This design comes from an exercise in tuning for small area, a short achievable clock period and few clock cycles per item on the open sky130 flow, not from production work. Function was checked by simulation only, so behaviour that the tests miss may differ from the original. No activity file was given, so power comes from the tool's default toggle rates.

Design envelope_generator, start of the top module:
module envelope_generator (
    input  wire        clk,
    input  wire        rst,           
    input  wire        cmd_valid,
    output wire        cmd_ready,
    input  wire [1:0]  cmd_op,        
    input  wire [4:0]  cmd_voice,     
    input  wire [3:0]  cmd_ar,        
    input  wire [3:0]  cmd_d1r,       
    input  wire [3:0]  cmd_d2r,       
    input  wire [3:0]  cmd_rr,        
    input  wire [3:0]  cmd_dl,        
    input  wire [3:0]  cmd_krs,       
    input  wire [3:0]  cmd_oct,       
    input  wire        cmd_oct_lsb,   
    output reg         rsp_valid,
    output reg  [9:0]  rsp_level,     
    output reg         rsp_stop       
);
Size in the first run: about 2900 cells after synthesis.
clock: 15.0 ns
lec_check: 0
cap_margin: 20
core_margin: 2
core_utilization: 65
cts_cluster_diameter: 100
cts_cluster_size: 26
gpl_timing_driven: 0
slew_margin: 20
synth_memory_max_bits: 65536
standard.sh (not shown) runs the stock make flow with config.mk's settings and CLKGATE_MAP_FILE= SYNTH_SCRIPT=/design/flow/synth_recipe.tcl, a recipe that flattens the netlist after the stock synthesis.
==> flow/flow/run.sh <==
#!/bin/bash
# The standard layout (standard.sh), with three changes:
#  1. After the standard synthesis, the combinational logic between the
#     registers is mapped again by Yosys/ABC (yosys.log): the registers keep
#     their names and cells; only the gates between them change.
#  2. The buffers placed on the ports are sky130_fd_sc_hd__buf_2 cells instead of
#     the slow delay buffer the placer picks by default.
#  3. The timing repair after clock tree synthesis and global routing aims for a
#     setup slack margin of 10.9 ns at the design's clock period.
set -euo pipefail
W=$(pwd)
R=$W/orfs/results/$FLOW_PLATFORM/envelope_generator/base
LIB=$FLOW_HOME/platforms/$FLOW_PLATFORM/lib/sky130_fd_sc_hd__tt_025C_1v80.lib
YOSYS=$(command -v yosys || echo $FLOW_HOME/../tools/install/yosys/bin/yosys)
DONT_USE="sky130_fd_sc_hd__lpflow_bleeder_1 sky130_fd_sc_hd__lpflow_clkbufkapwr_1 sky130_fd_sc_hd__lpflow_clkbufkapwr_16 sky130_fd_sc_hd__lpflow_clkbufkapwr_2 sky130_fd_sc_hd__lpflow_clkbufkapwr_4 sky130_fd_sc_hd__lpflow_clkbufkapwr_8 sky130_fd_sc_hd__lpflow_clkinvkapwr_1 sky130_fd_sc_hd__lpflow_clkinvkapwr_16 sky130_fd_sc_hd__lpflow_clkinvkapwr_2 sky130_fd_sc_hd__lpflow_clkinvkapwr_4 sky130_fd_sc_hd__lpflow_clkinvkapwr_8 sky130_fd_sc_hd__lpflow_decapkapwr_12 sky130_fd_sc_hd__lpflow_decapkapwr_3 sky130_fd_sc_hd__lpflow_decapkapwr_4 sky130_fd_sc_hd__lpflow_decapkapwr_6 sky130_fd_sc_hd__lpflow_decapkapwr_8 sky130_fd_sc_hd__lpflow_inputiso0n_1 sky130_fd_sc_hd__lpflow_inputiso0p_1 sky130_fd_sc_hd__lpflow_inputiso1n_1 sky130_fd_sc_hd__lpflow_inputiso1p_1 sky130_fd_sc_hd__lpflow_inputisolatch_1 sky130_fd_sc_hd__lpflow_isobufsrc_1 sky130_fd_sc_hd__lpflow_isobufsrc_16 sky130_fd_sc_hd__lpflow_isobufsrc_2 sky130_fd_sc_hd__lpflow_isobufsrc_4 sky130_fd_sc_hd__lpflow_isobufsrc_8 sky130_fd_sc_hd__lpflow_isobufsrckapwr_16 sky130_fd_sc_hd__lpflow_lsbuf_lh_hl_isowell_tap_1 sky130_fd_sc_hd__lpflow_lsbuf_lh_hl_isowell_tap_2 sky130_fd_sc_hd__lpflow_lsbuf_lh_hl_isowell_tap_4 sky130_fd_sc_hd__lpflow_lsbuf_lh_isowell_4 sky130_fd_sc_hd__lpflow_lsbuf_lh_isowell_tap_1 sky130_fd_sc_hd__lpflow_lsbuf_lh_isowell_tap_2 sky130_fd_sc_hd__lpflow_lsbuf_lh_isowell_tap_4 sky130_fd_sc_hd__probe_p_8 sky130_fd_sc_hd__probec_p_8 "

export BUFFER_PORTS_ARGS="-buffer_cell sky130_fd_sc_hd__buf_2"
export SETUP_SLACK_MARGIN=10.9

# standard synthesis
bash standard.sh synth > standard_synth.log 2>&1

# map the logic between the registers again
cp $R/1_2_yosys.v $W/standard_netlist.v
FF=$(grep -oE "sky130_fd_sc_hd__e?dfxtp_[0-9]+" $W/standard_netlist.v | sort -u | tr '\n' ' ')
DU=""
for c in $DONT_USE; do DU="$DU -dont_use $c"; done
cat > $W/remap.ys <<EOT
read_liberty -ignore_miss_func $LIB
read_verilog $W/standard_netlist.v
hierarchy -top $FLOW_TOP
blackbox $FF
flatten
opt -purge
abc -liberty $LIB $DU -D 4000
opt_clean -purge
stat -liberty $LIB
write_verilog -noattr $W/remapped.v
EOT
$YOSYS -s $W/remap.ys > $W/yosys.log 2>&1
cp $W/remapped.v $R/1_2_yosys.v
rm -f $R/1_synth.odb $R/1_synth.sdc

# the rest of the standard layout
bash standard.sh > standard_flow.log 2>&1
The baseline passed the timing, design-rule and antenna checks.
Testbench counts at the start, summed over its fixed seeds: cycles 46,656, cmds 45,850.
Next try:
--- a/flow/flow/run.sh
+++ b/flow/flow/run.sh
@@ -7,5 +7,5 @@
 #     the slow delay buffer the placer picks by default.
 #  3. The timing repair after clock tree synthesis and global routing aims for a
-#     setup slack margin of 10.9 ns at the design's clock period.
+#     setup slack margin of 11 ns at the design's clock period.
 set -euo pipefail
 W=$(pwd)
@@ -16,5 +16,5 @@
 
 export BUFFER_PORTS_ARGS="-buffer_cell sky130_fd_sc_hd__buf_2"
-export SETUP_SLACK_MARGIN=10.9
+export SETUP_SLACK_MARGIN=11
 
 # standard synthesis
GPL_TIMING_DRIVEN = default   (was 0)
The changed run completed with no timing, DRC or antenna violations.
Cell count climbs by 0.41%.
Wire length goes up by 2.3%.
Design area is about the same.
Via count stays flat.
Die area stays the same.
Flip-flop and latch count does not change.
Next try:
--- a/flow/flow/run.sh
+++ b/flow/flow/run.sh
@@ -7,5 +7,5 @@
 #     the slow delay buffer the placer picks by default.
 #  3. The timing repair after clock tree synthesis and global routing aims for a
-#     setup slack margin of 11 ns at the design's clock period.
+#     setup slack margin of 10.9 ns at the design's clock period.
 set -euo pipefail
 W=$(pwd)
@@ -16,5 +16,5 @@
 
 export BUFFER_PORTS_ARGS="-buffer_cell sky130_fd_sc_hd__buf_2"
-export SETUP_SLACK_MARGIN=11
+export SETUP_SLACK_MARGIN=10.9
 
 # standard synthesis
CTS_CLUSTER_SIZE = 20   (was 26)
Result: The changed run passed the timing, design-rule and antenna checks. Wire length came out higher by 2.1%. Worst setup slack gets worse by 0.024 ns. Total power went up by 3.3%. Via count rose by 1.4%. Global-route usage went up by 0.77 points. First-iteration DRC count climbs by 23%.

re-timing with driven ports:
How much do the figures lean on ideal ports? The routed layouts below were timed once more, with nothing changed but the port constraints. Step 1 sets driving cells, clkbuf_16 on the clock port and buf_2 on the other inputs (assumed; they add their load-dependent delay and slew). Step 2 times the ports against the registers' clock, not the clock port: input delays grow and output delays shrink by t, the midpoint of the rising clock arrivals with the driver on. Slacks: no drivers / after step 1 / after step 2; pairs: no drivers / after step 1.
run	t (ns)	setup slack, ns	hold WS [ns]
the first run	0.718	10.853 / 10.787 / 10.331	0.313 / 0.313 / 0.313
the second run	0.706	10.858 / 10.794 / 10.445	0.304 / 0.304 / 0.304
the third run	0.729	10.834 / 10.768 / 10.228	0.301 / 0.301 / 0.301
After both steps every run listed still meets setup and hold. The setup slack of the third run, which loses most, moves by -0.066 ns with the drivers and by -0.606 ns with both steps.
